This design comes from an exercise in tuning for small area, a short achievable clock period and few clock cycles per item on the open sky130 flow, not from production work.
The RTL was checked by simulation tests, not by an equivalence proof against the original design.
No activity file was given, so power comes from the tool's default toggle rates.

==> flow/design.v <==
module hacodec (
    input  wire       clk,
    input  wire       rst,
    input  wire       in_valid,
    output wire       in_ready,
    input  wire [7:0] in_data,
    input  wire       in_last,
    output wire       out_valid,
    input  wire       out_ready,
    output wire [7:0] out_data,
    output wire       out_last
);
    function [7:0] bdec;               
        input [7:0] b;
        bdec = {1'b0, b[7:4], 3'b000} + {3'b000, b[7:4], 1'b0} + {4'd0, b[3:0]};
    endfunction
    function bok;
        input [7:0] b;
        bok = (b[7:4] <= 4'd9) && (b[3:0] <= 4'd9);
    endfunction
    function [7:0] benc;               
        input [7:0] v;
        reg [6:0] t;
        begin
            t    = v[6:0];
            benc[7:4] = t / 7'd10;
            benc[3:0] = t % 7'd10;
        end
    endfunction
    function [15:0] dstep;
        input [7:0] a;                 
        input [7:0] q;
        reg [7:0] a2;
        reg       ge;
        begin
            a2 = {a[6:0], q[7]};
            ge = (a2 >= 8'd100);
            dstep = {ge ? a2 - 8'd100 : a2, q[6:0], ge};
        end
    endfunction
    reg [7:0] F [0:9];                 
    reg [3:0] flen;
    reg       fbin;                    
    reg       fatal;
    reg [2:0] err;
    reg [7:0] S [0:9];                 
    reg       tx;                      
    reg       ov, ol;
    reg [7:0] od;
    reg [1:0] hp;                      
    reg [3:0] wp;                      
    reg [7:0] rem;                     
    reg [7:0] op;
    reg       bad, oe, eq39;
    reg [3:0] nlen;
    reg       nfb;
    reg       cpend;
    reg [2:0] dc;                      
    assign in_ready  = ~tx;
    assign out_valid = ov;
    assign out_data  = od;
    assign out_last  = ol;
    wire o_bcddec = (op == 8'h00);
    wire o_bcdenc = (op == 8'h01);
    wire o_adrenc = (op == 8'h10);
    wire o_adrdec = (op == 8'h11);
    wire o_cmdenc = (op == 8'h20);
    wire o_cmddec = (op == 8'h21);
    wire o_fbuild = (op == 8'h30);
    wire o_fload  = (op == 8'h31);
    wire o_tsenc  = (op == 8'h40);
    wire o_tsdec  = (op == 8'h41);
    wire o_v16enc = (op == 8'h42);
    wire o_v16dec = (op == 8'h43);
    wire o_tsput  = (op == 8'h44);
    wire o_v16put = (op == 8'h46);
    wire o_enc16  = o_tsenc | o_v16enc | o_tsput | o_v16put;
    wire o_put    = o_tsput | o_v16put;
    wire o_dec2   = o_tsdec | o_v16dec;
    wire i_fparse = (in_data == 8'h32);
    wire i_fread  = (in_data == 8'h33);
    wire i_fclr   = (in_data == 8'h34);
    wire i_tsget  = (in_data == 8'h45);
    wire i_v16get = (in_data == 8'h47);
    wire i_status = (in_data == 8'hF0);
    wire i_len1   = i_fparse | i_fread | i_fclr | i_tsget | i_v16get | i_status;
    reg  [7:0] i_rem;                  
    always @(*) begin
        case (in_data)
            8'h00, 8'h01, 8'h11, 8'h21, 8'h31: i_rem = 8'd1;
            8'h10, 8'h42, 8'h43, 8'h30:        i_rem = 8'd2;
            8'h20, 8'h46:                      i_rem = 8'd3;
            8'h40, 8'h41:                      i_rem = 8'd6;
            8'h44:                             i_rem = 8'd7;
            default:                           i_rem = 8'd0;
        endcase
    end
    reg i_known;
    always @(*) begin
        case (in_data)
            8'h00, 8'h01, 8'h10, 8'h11, 8'h20, 8'h21, 8'h30, 8'h31, 8'h32, 8'h33,
            8'h34, 8'h40, 8'h41, 8'h42, 8'h43, 8'h44, 8'h45, 8'h46, 8'h47, 8'hF0:
                i_known = 1'b1;
            default: i_known = 1'b0;
        endcase
    end
    wire okF2 = fbin | (bok(F[1]) & bok(F[2]));
    wire okF6 = fbin | (bok(F[1]) & bok(F[2]) & bok(F[3]) & bok(F[4]) & bok(F[5]) & bok(F[6]));
    wire first  = (hp == 2'd0);
    wire b_gt99 = (in_data > 8'd99);
    wire b_gt39 = (in_data > 8'd39);
    wire b_gt15 = (in_data > 8'd15);
    wire b_nok  = ~bok(in_data);
    wire hdr    = (o_fload & hp == 2'd1) | (o_fbuild & hp == 2'd2);
    reg chk_oe;
    always @(*) begin
        chk_oe = 1'b0;
        if (o_bcddec | o_dec2)              chk_oe = b_nok;
        if (o_bcdenc)                       chk_oe = b_gt99;
        if (o_adrenc)                       chk_oe = b_gt15;
        if (o_cmdenc)                       chk_oe = (wp == 4'd2) & (in_data > 8'd63);
        if (o_fbuild)                       chk_oe = (hp == 2'd2) & (in_data > 8'd9);
        if (o_fload)                        chk_oe = (hp == 2'd1) & ((in_data == 8'd0) | (in_data > 8'd10));
        if (o_tsenc | o_v16enc)
            chk_oe = (wp == 4'd0) ? b_gt39 : (wp == 4'd1) ? (eq39 & b_gt15) : b_gt99;
        if (o_tsput | o_v16put)
            chk_oe = (wp == 4'd0) ? 1'b0 : (wp == 4'd1) ? b_gt39 :
                     (wp == 4'd2) ? (eq39 & b_gt15) : b_gt99;
    end
    wire chk_bad = o_cmdenc & (wp < 4'd2) & (in_data > 8'd1);
    reg [2:0] code;                    
    always @(*) begin
        code = 3'd5;
        if (o_bcddec | o_dec2)  code = 3'd3;
        if (o_adrenc | o_cmdenc) code = 3'd1;
        if (o_fbuild)           code = 3'd2;
        if (o_fload)            code = 3'd4;
    end
    wire       n_bad = bad | chk_bad | (hdr ? (in_data != 8'd0) : (rem != 8'd1));
    wire       n_oe  = oe | chk_oe;
    wire [2:0] st_n  = (fatal & op != 8'hF0) ? 3'd7 : n_bad ? 3'd6 : n_oe ? code : 3'd0;
    reg [2:0] st_1;
    always @(*) begin
        if (fatal & ~i_status)              st_1 = 3'd7;
        else if (~i_len1)                   st_1 = 3'd6;
        else if (i_fparse)                  st_1 = (flen == 4'd0) ? 3'd4 : 3'd0;
        else if (i_tsget)                   st_1 = (flen < 4'd7) ? 3'd4 : okF6 ? 3'd0 : 3'd3;
        else if (i_v16get)                  st_1 = (flen < 4'd3) ? 3'd4 : okF2 ? 3'd0 : 3'd3;
        else                                st_1 = 3'd0;
    end
    wire [2:0] status = first ? st_1 : st_n;
    wire       res_ok = (status == 3'd0) | (status == 3'd3);
    reg [7:0] rl_n, rl_1;
    always @(*) begin
        rl_n = 8'd0;
        if (o_bcddec | o_bcdenc | o_adrenc | o_cmdenc) rl_n = 8'd1;
        if (o_adrdec | o_v16enc | o_v16dec)            rl_n = 8'd2;
        if (o_cmddec)                                  rl_n = 8'd3;
        if (o_tsenc | o_tsdec)                         rl_n = 8'd6;
        rl_1 = 8'd0;
        if (i_fparse | i_fread) rl_1 = {4'd0, flen} + 8'd1;
        if (i_tsget)            rl_1 = 8'd6;
        if (i_v16get | i_status) rl_1 = 8'd2;
    end
    wire [7:0] rl = res_ok ? (first ? rl_1 : rl_n) : 8'd0;
    wire [3:0] bp0 = first ? ((i_fparse | i_fread) ? 4'd15 : (i_tsget | i_v16get) ? 4'd1 : 4'd0) : 4'd0;
    wire [7:0]  py   = first ? (fbin ? F[2] : F[1]) : S[0];
    wire [7:0]  pyd  = (first & fbin) ? py : bdec(py);
    wire [15:0] pval = {8'd0, pyd} * 16'd100;
    reg        r_get;                  
    reg        r_fr;                   
    always @(*) begin
        r_get = (op == 8'h45) | (op == 8'h47);
        r_fr  = (op == 8'h32) | (op == 8'h33);
    end
    wire [3:0] sidx = (o_tsenc | o_v16enc) & (wp[3:1] == 3'd0) ? {3'd0, ~wp[0]} : wp;
    wire [3:0] fidx = (fbin & (wp == 4'd1 | wp == 4'd2)) ? {2'd0, wp[1:0] ^ 2'b11} : wp;
    wire [7:0] xs = S[sidx];
    wire [7:0] xf = F[fidx];
    wire [7:0] xr = r_get ? (fbin ? F[1] : F[2]) : S[1];
    wire [7:0] xrd = (r_get & fbin) ? xr : bdec(xr);
    wire [15:0] rv = {S[8], S[9]} + {8'd0, xrd};
    reg [7:0] nb;                      
    always @(*) begin
        nb = 8'h00;
        case (op)
            8'h00: nb = bdec(xs);
            8'h01, 8'h40, 8'h42: nb = benc(xs);
            8'h10: nb = {S[0][3:0], S[1][3:0]};
            8'h11: nb = (wp == 4'd0) ? {4'd0, S[0][7:4]} : {4'd0, S[0][3:0]};
            8'h20: nb = {S[0][0], S[1][0], S[2][5:0]};
            8'h21: nb = (wp == 4'd0) ? {7'd0, S[0][7]} : (wp == 4'd1) ? {7'd0, S[0][6]} :
                        {2'd0, S[0][5:0]};
            8'h41: nb = (wp == 4'd0) ? rv[15:8] : (wp == 4'd1) ? rv[7:0] : bdec(xs);
            8'h43: nb = (wp == 4'd0) ? rv[15:8] : rv[7:0];
            8'h45: nb = (wp == 4'd1) ? rv[15:8] : (wp == 4'd2) ? rv[7:0] :
                        (fbin ? xf : bdec(xf));
            8'h47: nb = (wp == 4'd1) ? rv[15:8] : rv[7:0];
            8'h33: nb = (wp == 4'd15) ? {4'd0, flen} :
                        (fbin & wp != 4'd0) ? benc(xf) : xf;
            8'h32: nb = (wp == 4'd15) ? F[0] : (wp == 4'd0) ? {4'd0, flen - 4'd1} :
                        fbin ? benc(xf) : xf;
            8'hF0: nb = (wp == 4'd0) ? {fatal, 4'd0, err} : 8'h0A;
            default: nb = 8'h00;
        endcase
    end
    wire        dh  = o_put;
    wire [7:0]  da  = dh ? S[1] : S[0];
    wire [7:0]  dq  = dh ? S[2] : S[1];
    wire [15:0] d1  = dstep(da, dq);
    wire [15:0] d2  = dstep(d1[15:8], d1[7:0]);
    wire acc  = in_valid & ~tx;
    wire last = acc & in_last;
    wire xfer = ov & out_ready;
    wire dgo  = acc & ~first & o_enc16 & (wp == (dh ? 4'd2 : 4'd1));
    wire dact = (dc != 3'd0);
    wire [2:0] dc_n = first & acc ? 3'd0 : dgo ? 3'd4 : dact ? dc - 3'd1 : 3'd0;
    integer k;
    always @(posedge clk) begin
        if (acc & ~first & ~hdr & (wp < 4'd10))
            S[wp] <= in_data;
        if (dact) begin
            if (dh) begin S[1] <= d2[15:8]; S[2] <= d2[7:0]; end
            else    begin S[0] <= d2[15:8]; S[1] <= d2[7:0]; end
        end
        if (~tx & (first | (o_dec2 & wp == 4'd1)))
            {S[8], S[9]} <= pval;
        if (rst) begin
            tx    <= 1'b0;
            ov    <= 1'b0;
            hp    <= 2'd0;
            dc    <= 3'd0;
            cpend <= 1'b0;
            flen  <= 4'd0;
            fbin  <= 1'b0;
            fatal <= 1'b0;
            err   <= 3'd0;
        end else begin
            dc <= dc_n;
            if (cpend & ~dact) begin
                for (k = 0; k < 10; k = k + 1) F[k] <= S[k];
                flen  <= nlen;
                fbin  <= nfb;
                cpend <= 1'b0;
            end
            if (acc) begin
                eq39 <= (in_data == 8'd39);
                if (first) begin
                    op  <= in_data;
                    hp  <= 2'd1;
                    wp  <= 4'd0;
                    bad <= ~i_known;
                    oe  <= 1'b0;
                    rem <= i_rem;
                end else begin
                    if (hp != 2'd3) hp <= hp + 2'd1;
                    if (~hdr & (wp != 4'd15)) wp <= wp + 4'd1;
                    bad <= bad | chk_bad | (rem == 8'd0);
                    oe  <= oe | chk_oe;
                    rem <= hdr ? in_data : rem - 8'd1;
                    if (o_fload & hp == 2'd1)  nlen <= in_data[3:0];
                    if (o_fbuild & hp == 2'd2) nlen <= in_data[3:0] + 4'd1;
                end
            end
            if (last) begin
                tx  <= 1'b1;
                ov  <= (dc_n == 3'd0);
                od  <= {5'd0, status};
                ol  <= (rl == 8'd0);
                rem <= rl;
                wp  <= bp0;
                if (first) op <= in_data;
                if (first ? ~i_status : (op != 8'hF0)) begin
                    if (status != 3'd7) err <= status;
                    if (status == 3'd1) fatal <= 1'b1;
                end
                if (first) begin
                    if (i_fclr & status == 3'd0) begin
                        cpend <= 1'b0;
                        flen  <= 4'd0;
                    end
                end else if (status == 3'd0 & (o_fload | o_fbuild | o_put)) begin
                    cpend <= 1'b1;
                    nfb   <= o_put;
                    if (o_tsput)  nlen <= 4'd7;
                    if (o_v16put) nlen <= 4'd3;
                end
            end else if (tx) begin
                if (~ov) begin
                    if (dc_n == 3'd0) ov <= 1'b1;
                end else if (out_ready) begin
                    if (ol) begin
                        tx <= 1'b0;
                        ov <= 1'b0;
                        hp <= 2'd0;
                    end else begin
                        od  <= nb;
                        wp  <= wp + 4'd1;
                        rem <= rem - 8'd1;
                        ol  <= (rem == 8'd1);
                    end
                end
            end
        end
    end
endmodule
==> flow/run.sh <==
#!/bin/bash
# synth_recipe.tcl (not shown) runs the flow's synth.tcl, then flattens the netlist and writes it again
# the make line also repeats each setting of config.mk as NAME=value (left out here)
make -C /OpenROAD-flow-scripts/flow DESIGN_CONFIG=/design/flow/config.mk WORK_HOME=/design/flow/orfs CLKGATE_MAP_FILE= SYNTH_SCRIPT=/design/flow/synth_recipe.tcl finish
==> flow/config.mk <==
export PLATFORM = sky130hd
export DESIGN_NAME = hacodec
export DESIGN_NICKNAME = hacodec
export VERILOG_FILES = /design/flow/design.v
export SDC_FILE = /design/flow/constraint.sdc
export NUM_CORES = 4
export LEC_CHECK = 0
export CAP_MARGIN = 20
export CORE_MARGIN = 2
export CORE_UTILIZATION = 40
export SLEW_MARGIN = 20
==> flow/constraint.sdc <==
create_clock -name core_clock -period 10.0 [get_ports {clk}]
set_input_delay 2.0000 -clock core_clock [delete_from_list [all_inputs] [get_ports {clk}]]
set_output_delay 2.0000 -clock core_clock [all_outputs]
set_load 0.01 [all_outputs]
==> results_dict.tcl, run 1 <==
set metrics [dict create \
    status "no timing/DRC/antenna violations" \
    wl_per_cell_um 27.1 \
    grt_usage_pct 28.5 \
    ys_top_cells_by_area "edfxtp_1 40%, ha_1 6.5%, a21oi_1 4.1%" \
    fin_crit_sh_pct 72.1 \
    nNetsFinal 1972 \
    syn_inst 1827 \
    arrival_ns 7.54 \
    synth_edf_count 242 \
    crit_type "flop to flop" \
    cts_buffer_depth 3 \
    pre_cts_ws_ns 2.97 \
    clkTransAtPathRegs_ns 0.06 \
    io_pins 24 \
    fillers 4245 \
    cts_setup_buffers 0 \
    clkLatencyLatePin_ns 0.59 \
    tightestPinTransition_ns 1.21 \
    die_h_um 216 \
    ys_types 97 \
    switchingPower_mw 1.49 \
    cts_resized 0 \
    pwr-share-clk_pct 26.2 \
    cts.root.buffer_cell "clkbuf_16" \
    synth.avg_cell_area_um2 9.84 \
    cts_tree "built" \
    cp.required_ns 10.33 \
    holdBufCountCts 0 \
    worst_slack_ns 2.79 \
    irDropWorstVdd_mv 0.201 \
    portBuffers 23 \
    ys_warn_count 2 \
    leakagePower_nw 7.27 \
    critPathMaxStageDelay_ns 0.52 \
    cpMostUsedCell "inv_1" \
    drt_iter0_drc 2202 \
    yosys_register_bits 262 \
    power-per-cell-area_nw_per_um2 202 \
    slew-limit-headroom_pct 19.0 \
    setup_viol 0 \
    yosysTopAreaCellShare_pct 40.4 \
    synth_ff_type "edfxtp_1" \
    dpl.hpwl_um 49400 \
    setup_tns_ns 0 \
    synth_area_um2 18000 \
    rrSetupSlack_ns 2.79 \
    synth_common_cells "242 x edfxtp_1, 165 x nand2_1, 148 x a21oi_1, 136 x nor2_1, 119 x o21ai_0" \
    comb_power_share_pct 39.6 \
    grt_pass1_vias 15008 \
    grt_pass1_wl_um 99400 \
    ys_seq_area_share_pct 42.7 \
    maxCapViolations 0 \
    synth_area_leader_cell "edfxtp_1" \
    hold_viol 0 \
    fin_skew_ns 0.0158 \
    totalWireLength_um 67000 \
    core-area_um2 44300 \
    rsz0062_at_grt "false" \
    internal-power_mw 2.52 \
    die-area_um2 46600 \
    synth_async_sr_flop_share_pct 0 \
    endpoint_kind "flop" \
    rows 77 \
    slowest_stage "buf_4" \
    antenna_found_initial 3 \
    drive_gt1_share_pct 9.01 \
    power.total_mw 4.02 \
    clock_sinks 262 \
    reg2regPathDepth 28 \
    synth.most_common_cell "edfxtp_1" \
    slew_viol_final 0 \
    period_needed_ns 7.21 \
    cts_inserted_buffers 29 \
    register_area_um2 7670 \
    start_util_pct 40.5 \
    vias 15671 \
    swShare_pct 37.2 \
    pwr-share-seq_pct 34.3 \
    die_w_um 216 \
    dr.pass1.iters 8 \
    drc 0 \
    cp_max_fo 55 \
    ant_nets 0 \
    area_growth_pct 10.8 \
    gp_congestion 1.01 \
    hold_depth 0 \
    avgViaCountPerCell 6.35 \
    start_kind "flop" \
    hold_path.class "flop to flop" \
    multi_input_area_um2 9740 \
    grt_overflow 0 \
    grt_max_degree 66 \
    cts_max_level 1 \
    fmax_mhz 139 \
    hold_slack_ns 0.446 \
]
[registers in the layout, indices dropped and copies added (netlist names), 2 cells and up]
name / cells
nlen: 4
S: 128
hp: 2
wp: 4
err: 3
rem: 8
dc: 3
F: 80
op: 8
flen: 4
od: 8
[power by group through the flow]
stage | clock network [mW] | logic (mW) | registers [mW]
floorplan | 0 | 1.16 | 1.33
global placement | 0 | 1.53 | 1.40
detailed placement | 0 | 1.56 | 1.40
CTS | 1.06 | 1.58 | 1.37
global route | 1.10 | 1.76 | 1.38
finish | 1.05 | 1.59 | 1.38
[layout by cell type (no fill, tap or decap), drive strengths merged, types with 33 or more instances in the layout]
cell	n
edfxtp	242
nand2	166
a21oi	149
nor2	137
o21ai	123
ha	94
inv	81
mux2i	72
nor3	55
nand3	45
buf	42
xnor2	37
clkbuf	33
[per-stage QoR]
step / cell area, um^2 / utilization [%] / instances
after global routing: 19900 / 44.9 / 2468
after CTS: 19900 / 44.9 / 2468
final: 19900 / 44.9 / 2469
after global placement: 19000 / 42.8 / 2414
after floorplan: 18100 / - / 1858
after detailed placement: 19000 / 42.9 / 2414
[metal layers]
layer	track usage (%)	share of wire, %	up-vias
met3	5.53	11	154
met1	39.6	41	7616
met5	0	0	-
li1	-	-	6959
met2	44.1	44	942
met4	10.4	3.9	0
[layout make-up]
class	instances	area share, %
clock buffer	33	3.72
sequential	262	38.5
timing repair buffer	65	2.74
tap	592	3.72
multi-input combinational	1414	48.9
antenna	1	0.0126
inverter	81	1.53
clock inverter	21	0.880
[worst paths after layout]
check / start / endpoint
worst max-delay path: wp[1]$_DFFE_PN_ / od[4]$_SDFFCE_PP0P_
worst min-delay path: S[7][0]$_DFFE_PP_ / F[7][0]$_DFFE_PP_
worst max register to register: wp[1]$_DFFE_PN_ / od[4]$_SDFFCE_PP0P_
worst min register to register: S[7][0]$_DFFE_PP_ / F[7][0]$_DFFE_PP_
[worst max-delay path: cells and delay by family (launching register included)]
kind / cells / cell delay [ns]
xor+xnor: 1 / 0.26
simple gates: 7 / 1.48
buf+inv: 7 / 1.60
fa+ha+maj: 4 / 1.01
flops: 1 / 0.33
compound gates: 9 / 2.24
[cell families after synthesis]
kind of cell               count (synthesis)  synth area share (%)
buffers and inverters                    182                  4.01
and+or+nand+nor                          561                  15.2
AOI/OAI and AO/OA                        537                  19.7
adders and majority gates                107                  7.94
DFF                                      262                  42.7
xor gates and xnor gates                  62                  3.02
muxes                                    115                  7.39
other                                      1                0.0209
Testbench counts, summed over its fixed seeds: cycles 246,222, requests 32,000.
==> inputs of run 2 (changes only) <==
--- a/flow/design.v
+++ b/flow/design.v
@@ -39,10 +39,10 @@
         end
     endfunction
-    reg [7:0] F [0:9];                 
+    reg [79:0] Fv;                     
     reg [3:0] flen;
     reg       fbin;                    
     reg       fatal;
     reg [2:0] err;
-    reg [7:0] S [0:9];                 
+    reg [79:0] Sv;                     
     reg       tx;                      
     reg       ov, ol;
@@ -57,4 +57,11 @@
     reg       cpend;
     reg [2:0] dc;                      
+    wire [7:0] F [0:9];
+    wire [7:0] S [0:9];
+    genvar g;
+    generate for (g = 0; g < 10; g = g + 1) begin : bytes
+        assign F[g] = Fv[8*g +: 8];
+        assign S[g] = Sv[8*g +: 8];
+    end endgenerate
     assign in_ready  = ~tx;
     assign out_valid = ov;
@@ -165,26 +172,33 @@
     wire [7:0] rl = res_ok ? (first ? rl_1 : rl_n) : 8'd0;
     wire [3:0] bp0 = first ? ((i_fparse | i_fread) ? 4'd15 : (i_tsget | i_v16get) ? 4'd1 : 4'd0) : 4'd0;
-    wire [7:0]  py   = first ? (fbin ? F[2] : F[1]) : S[0];
-    wire [7:0]  pyd  = (first & fbin) ? py : bdec(py);
-    wire [15:0] pval = {8'd0, pyd} * 16'd100;
-    reg        r_get;                  
-    reg        r_fr;                   
-    always @(*) begin
-        r_get = (op == 8'h45) | (op == 8'h47);
-        r_fr  = (op == 8'h32) | (op == 8'h33);
-    end
-    wire [3:0] sidx = (o_tsenc | o_v16enc) & (wp[3:1] == 3'd0) ? {3'd0, ~wp[0]} : wp;
-    wire [3:0] fidx = (fbin & (wp == 4'd1 | wp == 4'd2)) ? {2'd0, wp[1:0] ^ 2'b11} : wp;
-    wire [7:0] xs = S[sidx];
-    wire [7:0] xf = F[fidx];
-    wire [7:0] xr = r_get ? (fbin ? F[1] : F[2]) : S[1];
-    wire [7:0] xrd = (r_get & fbin) ? xr : bdec(xr);
-    wire [15:0] rv = {S[8], S[9]} + {8'd0, xrd};
+    wire r_get = (op == 8'h45) | (op == 8'h47);
+    wire r_fr  = (op == 8'h32) | (op == 8'h33);
+    wire r_fop = r_get | r_fr;
+    reg  [3:0] sidx, fidx;
+    always @(*) begin
+        sidx = wp;
+        if (~tx)                               sidx = 4'd0;
+        else if ((o_dec2 | o_tsenc | o_v16enc) & (wp[3:1] == 3'd0))
+            sidx = o_dec2 ? 4'd1 : {3'd0, ~wp[0]};
+        fidx = wp;
+        if (~tx)                               fidx = fbin ? 4'd2 : 4'd1;
+        else if (r_get & (wp == 4'd1 | wp == 4'd2)) fidx = fbin ? 4'd1 : 4'd2;
+        else if (r_fr & wp == 4'd15)           fidx = 4'd0;
+        else if (fbin & (wp == 4'd1 | wp == 4'd2)) fidx = {2'd0, wp[1:0] ^ 2'b11};
+    end
+    wire        xsel_f = tx ? r_fop : first;
+    wire [7:0]  X   = xsel_f ? F[fidx] : S[sidx];
+    wire [7:0]  dX  = (xsel_f & fbin) ? X : bdec(X);
+    wire [7:0]  eX  = benc(X);
+    wire [15:0] pval = {8'd0, dX} * 16'd100;
+    wire [15:0] rv  = {S[8], S[9]} + {8'd0, dX};
+    wire        rhi = r_get ? (wp == 4'd1) : (wp == 4'd0);
+    wire [7:0]  rb  = rhi ? rv[15:8] : rv[7:0];
     reg [7:0] nb;                      
     always @(*) begin
         nb = 8'h00;
         case (op)
-            8'h00: nb = bdec(xs);
-            8'h01, 8'h40, 8'h42: nb = benc(xs);
+            8'h00: nb = dX;
+            8'h01, 8'h40, 8'h42: nb = eX;
             8'h10: nb = {S[0][3:0], S[1][3:0]};
             8'h11: nb = (wp == 4'd0) ? {4'd0, S[0][7:4]} : {4'd0, S[0][3:0]};
@@ -192,13 +206,9 @@
             8'h21: nb = (wp == 4'd0) ? {7'd0, S[0][7]} : (wp == 4'd1) ? {7'd0, S[0][6]} :
                         {2'd0, S[0][5:0]};
-            8'h41: nb = (wp == 4'd0) ? rv[15:8] : (wp == 4'd1) ? rv[7:0] : bdec(xs);
-            8'h43: nb = (wp == 4'd0) ? rv[15:8] : rv[7:0];
-            8'h45: nb = (wp == 4'd1) ? rv[15:8] : (wp == 4'd2) ? rv[7:0] :
-                        (fbin ? xf : bdec(xf));
-            8'h47: nb = (wp == 4'd1) ? rv[15:8] : rv[7:0];
-            8'h33: nb = (wp == 4'd15) ? {4'd0, flen} :
-                        (fbin & wp != 4'd0) ? benc(xf) : xf;
-            8'h32: nb = (wp == 4'd15) ? F[0] : (wp == 4'd0) ? {4'd0, flen - 4'd1} :
-                        fbin ? benc(xf) : xf;
+            8'h41: nb = (wp[3:1] == 3'd0) ? rb : dX;
+            8'h43, 8'h47: nb = rb;
+            8'h45: nb = (wp < 4'd3) ? rb : dX;
+            8'h33: nb = (wp == 4'd15) ? {4'd0, flen} : (fbin & wp != 4'd0) ? eX : X;
+            8'h32: nb = (wp == 4'd0) ? {4'd0, flen - 4'd1} : (fbin & wp != 4'd15) ? eX : X;
             8'hF0: nb = (wp == 4'd0) ? {fatal, 4'd0, err} : 8'h0A;
             default: nb = 8'h00;
@@ -218,12 +228,13 @@
     integer k;
     always @(posedge clk) begin
-        if (acc & ~first & ~hdr & (wp < 4'd10))
-            S[wp] <= in_data;
+        for (k = 0; k < 10; k = k + 1)
+            if (acc & ~first & ~hdr & (wp == k))
+                Sv[8*k +: 8] <= in_data;
         if (dact) begin
-            if (dh) begin S[1] <= d2[15:8]; S[2] <= d2[7:0]; end
-            else    begin S[0] <= d2[15:8]; S[1] <= d2[7:0]; end
+            if (dh) begin Sv[15:8] <= d2[15:8]; Sv[23:16] <= d2[7:0]; end
+            else    begin Sv[7:0]  <= d2[15:8]; Sv[15:8]  <= d2[7:0]; end
         end
         if (~tx & (first | (o_dec2 & wp == 4'd1)))
-            {S[8], S[9]} <= pval;
+            {Sv[71:64], Sv[79:72]} <= pval;
         if (rst) begin
             tx    <= 1'b0;
@@ -239,5 +250,5 @@
             dc <= dc_n;
             if (cpend & ~dact) begin
-                for (k = 0; k < 10; k = k + 1) F[k] <= S[k];
+                Fv <= Sv;
                 flen  <= nlen;
                 fbin  <= nfb;
==> run 2 against run 1 <==
Effect of this change:
- highest routed layer is now met5
- non-clock buffer count down 4
- global-route usage is 1.3 points higher
- critical endpoint is now Sv[70]$_DFFE_PP_
- first-iteration DRC count shrank 31%
- critical path depth decreased by 1
- die area down 19%
- clock-buffer cell count increased by 3
- still clean on timing, DRC and antenna
==> results_dict.tcl, run 2 <==
set metrics [dict create \
    final_cell_mix "179 x edfxtp_1, 174 x nand2_1, 116 x nor2_1, 115 x a21oi_1, 113 x o21ai_0" \
    io_pins 24 \
    area_growth_pct 10.8 \
    rows 69 \
    rsz0062_at_grt "false" \
    switchingPower_mw 1.89 \
    synth_common_cells "179 x edfxtp_1, 174 x nand2_1, 117 x nor2_1, 115 x a21oi_1, 113 x o21ai_0" \
    portBuffers 23 \
    path_buf_inv 2 \
    comb_power_share_pct 52.2 \
    nNetsFinal 1642 \
    clkLatencyLatePin_ns 0.58 \
    fin_cells 2036 \
    grt_pass1_vias 12722 \
    totalWireLength_um 56900 \
    power-per-cell-area_nw_per_um2 279 \
    cts_buffer_depth 3 \
    syn_inst 1555 \
    grt_usage_pct 29.8 \
    setup_tns_ns 0 \
    wl_per_cell_um 28.0 \
    die_w_um 194 \
    fin_crit_sh_pct 89.2 \
    internal-power_mw 2.60 \
    hold_slack_ns 0.448 \
    start_kind "flop" \
    grt_pass1_wl_um 83900 \
    dpl.hpwl_um 42300 \
    maxCapViolations 0 \
    cts_tree "built" \
    slowest_stage "edfxtp_1" \
    wl_met2_um 25800 \
    synth_edf_count 179 \
    start_util_pct 40.7 \
    synth_area_leader_cell "edfxtp_1" \
    synth.avg_cell_area_um2 9.33 \
    die_h_um 194 \
    clkTransAtPathRegs_ns 0.06 \
    grt_overflow 0 \
    grt_max_degree 81 \
    drt_iter0_drc 1523 \
    cts_resized 0 \
    crit_type "flop to flop" \
    hold_path.class "flop to flop" \
    cp.required_ns 10.29 \
    yosysTopAreaCellShare_pct 37.0 \
    critPathMaxStageDelay_ns 0.78 \
    leakagePower_nw 5.75 \
    tightestPinTransition_ns 1.08 \
    fmax_mhz 112 \
    swShare_pct 42.1 \
    r2r_start "wp[0]$_DFFE_PN_" \
    ant_nets 0 \
    cts.root.buffer_cell "clkbuf_16" \
    yosys_register_bits 214 \
    irDropWorstVdd_mv 0.279 \
    cp_max_fo 17 \
    antenna_found_initial 2 \
    holdBufCountCts 0 \
    avgViaCountPerCell 6.48 \
    die-area_um2 37800 \
    final_common_cell "edfxtp_1" \
    top_regs "Fv (80), Sv (80)" \
    ys_warn_count 1 \
    cts_inserted_buffers 26 \
    ys_top_cells_by_area "edfxtp_1 37%, ha_1 5.8%, dfxtp_1 4.8%" \
    arrival_ns 9.21 \
    startpoint "wp[0]$_DFFE_PN_" \
    synth.most_common_cell "edfxtp_1" \
    clock_sinks 214 \
    vias 13193 \
    synth_ff_type "edfxtp_1" \
    maxUsedRoutingLayer "met5" \
    pwr-share-seq_pct 27.4 \
    slew-limit-headroom_pct 25.9 \
    period_needed_ns 8.92 \
    cpMostUsedCell "ha_1" \
    route.met3.wl_um 4900 \
    cts_setup_buffers 0 \
    synth_async_sr_flop_share_pct 0 \
    pwr-share-clk_pct 20.4 \
    gp_congestion 0.985 \
    drc 0 \
    fin_skew_ns 0.0301 \
    hold_viol 0 \
    path_delay_family "adder cells" \
    ys_seq_area_share_pct 41.9 \
    wl_met1_um 24200 \
    drive_gt1_share_pct 8.45 \
    cts_max_level 1 \
    dr.pass1.iters 6 \
    endpoint_kind "flop" \
    setup_viol 0 \
    status "no timing/DRC/antenna violations" \
    hp-start "Sv[35]$_DFFE_PP_" \
    place_inst 1988 \
    slew_viol_final 0 \
    ys_types 101 \
    synth_area_um2 14500 \
    core-area_um2 35700 \
]
-- run 2: cell types whose count changed in the layout (fill, tap and decap cells not counted), sizes merged, moves of 27 or more --
| cell | before | now |
|---|---|---|
| a21oi | 149 | 119 |
| conb | 32 | 0 |
| edfxtp | 242 | 179 |
| ha | 94 | 67 |
| inv | 81 | 52 |
| mux2i | 72 | 34 |
-- run 2: area by class of cell --
cell class | count | area (um^2)
Inverter | 55 | 208
Timing Repair Buffer | 61 | 519
Clock inverter | 10 | 88.8
Clock buffer | 36 | 729
Sequential cell | 214 | 6080
Tap cell | 461 | 577
Fill cell | 3511 | 19600
Antenna cell | 1 | 2.50
Multi-Input combinational cell | 1198 | 7870
-- run 2: cell families (layout without fill, tap and decap cells) --
kind of cell / after synthesis / count (layout) / share of synthesized area, %
AOI/OAI and AO/OA: 508 / 508 / 23.7
xor gates and xnor gates: 49 / 49 / 3.01
adders and majority gates: 74 / 74 / 6.67
buffers and inverters: 143 / 162 / 4.09
DFF: 214 / 214 / 41.9
muxes: 42 / 42 / 2.99
other: 0 / 1 / 0
and+or+nand+nor: 525 / 525 / 17.6
-- run 2: routing by layer --
layer	track usage, %	up-vias
met3	5.66	132
met2	47.9	610
met1	40.4	6512
met4	9.43	2
li1	-	5937
met5	0	-
-- run 2: power groups by stage --
| stage | Sequential, mW | Combinational [mW] | Clock (mW) |
|---|---|---|---|
| after global routing | 1.24 | 2.64 | 0.958 |
| after CTS | 1.23 | 2.34 | 0.925 |
| after detailed placement | 1.25 | 2.33 | 0 |
| final | 1.23 | 2.34 | 0.915 |
| after floorplan | 1.17 | 1.76 | 0 |
| after global placement | 1.25 | 2.29 | 0 |
-- run 2: final timing paths --
| check | to | cells after the start | slack [ns] |
|---|---|---|---|
| hold / removal | Fv[35]$_DFFE_PP_ | 0 | 0.45 |
| hold reg to reg | Fv[35]$_DFFE_PP_ | 0 | 0.45 |
| setup / recovery | Sv[70]$_DFFE_PP_ | 27 | 1.08 |
| setup reg to reg | Sv[70]$_DFFE_PP_ | 27 | 1.08 |
-- run 2: metrics by stage --
stage / area [um^2] / power (mW) / setup slack [ns] / utilization (%)
after floorplan: 14500 / 2.94 / 2.92 / -
after global placement: 15200 / 3.53 / 1.38 / 42.7
after detailed placement: 15200 / 3.58 / 1.26 / 42.7
after CTS: 16000 / 4.50 / 1.23 / 45.0
after global routing: 16100 / 4.84 / 0.389 / 45.1
final: 16100 / 4.49 / 1.08 / 45.1
-- run 2: worst register-to-register path, cell delays in order, from the launching register on --
cell and delay [ns]:
edfxtp_1 0.78, clkinv_1 0.45, ha_1 0.43, nor2_1 0.32, nor3_1 0.16, mux2i_1 0.39, nand2_1 0.40, and2_1 0.40
a2111oi_0 0.52, a21oi_1 0.17, a31o_2 0.31, inv_1 0.21, fa_1 0.48, fa_1 0.47, xor2_1 0.16, a22oi_1 0.48
ha_1 0.34, ha_1 0.31, fa_1 0.46, ha_1 0.35, a21o_1 0.19, a21oi_1 0.15, nor2_1 0.06, nor2_1 0.16
o21bai_1 0.08, a21oi_1 0.17, xor2_1 0.15, o21ai_0 0.08
Testbench counts of run 2, summed over its fixed seeds: cycles 246,222, requests 32,000.

-- afterwards: timing with drivers on the ports --
The results above use ideal ports. As a check the final layouts listed here were re-extracted and re-timed, cells and wires unchanged. Step 1 (the two cells are an assumption about what drives the block):
set clk [get_ports {clk}]
set_driving_cell -lib_cell sky130_fd_sc_hd__clkbuf_16 $clk
set_driving_cell -lib_cell sky130_fd_sc_hd__buf_2 [delete_from_list [all_inputs] $clk]
Step 2, shift: input delay + t, output delay - t, t = (earliest + latest rising clock arrival at the registers) / 2. This alone moves slack from input paths to output paths. Slacks: no drivers / after step 1 / after step 2; pairs: no drivers / after step 1.
run	t (ns)	setup slack, ns	worst data-port slew with drivers (ns)
run 1	0.631	2.789 / 2.789 / 2.789	0.04
run 2	0.626	1.082 / 1.082 / 1.082	0.03
After both steps every run listed still meets setup and hold.
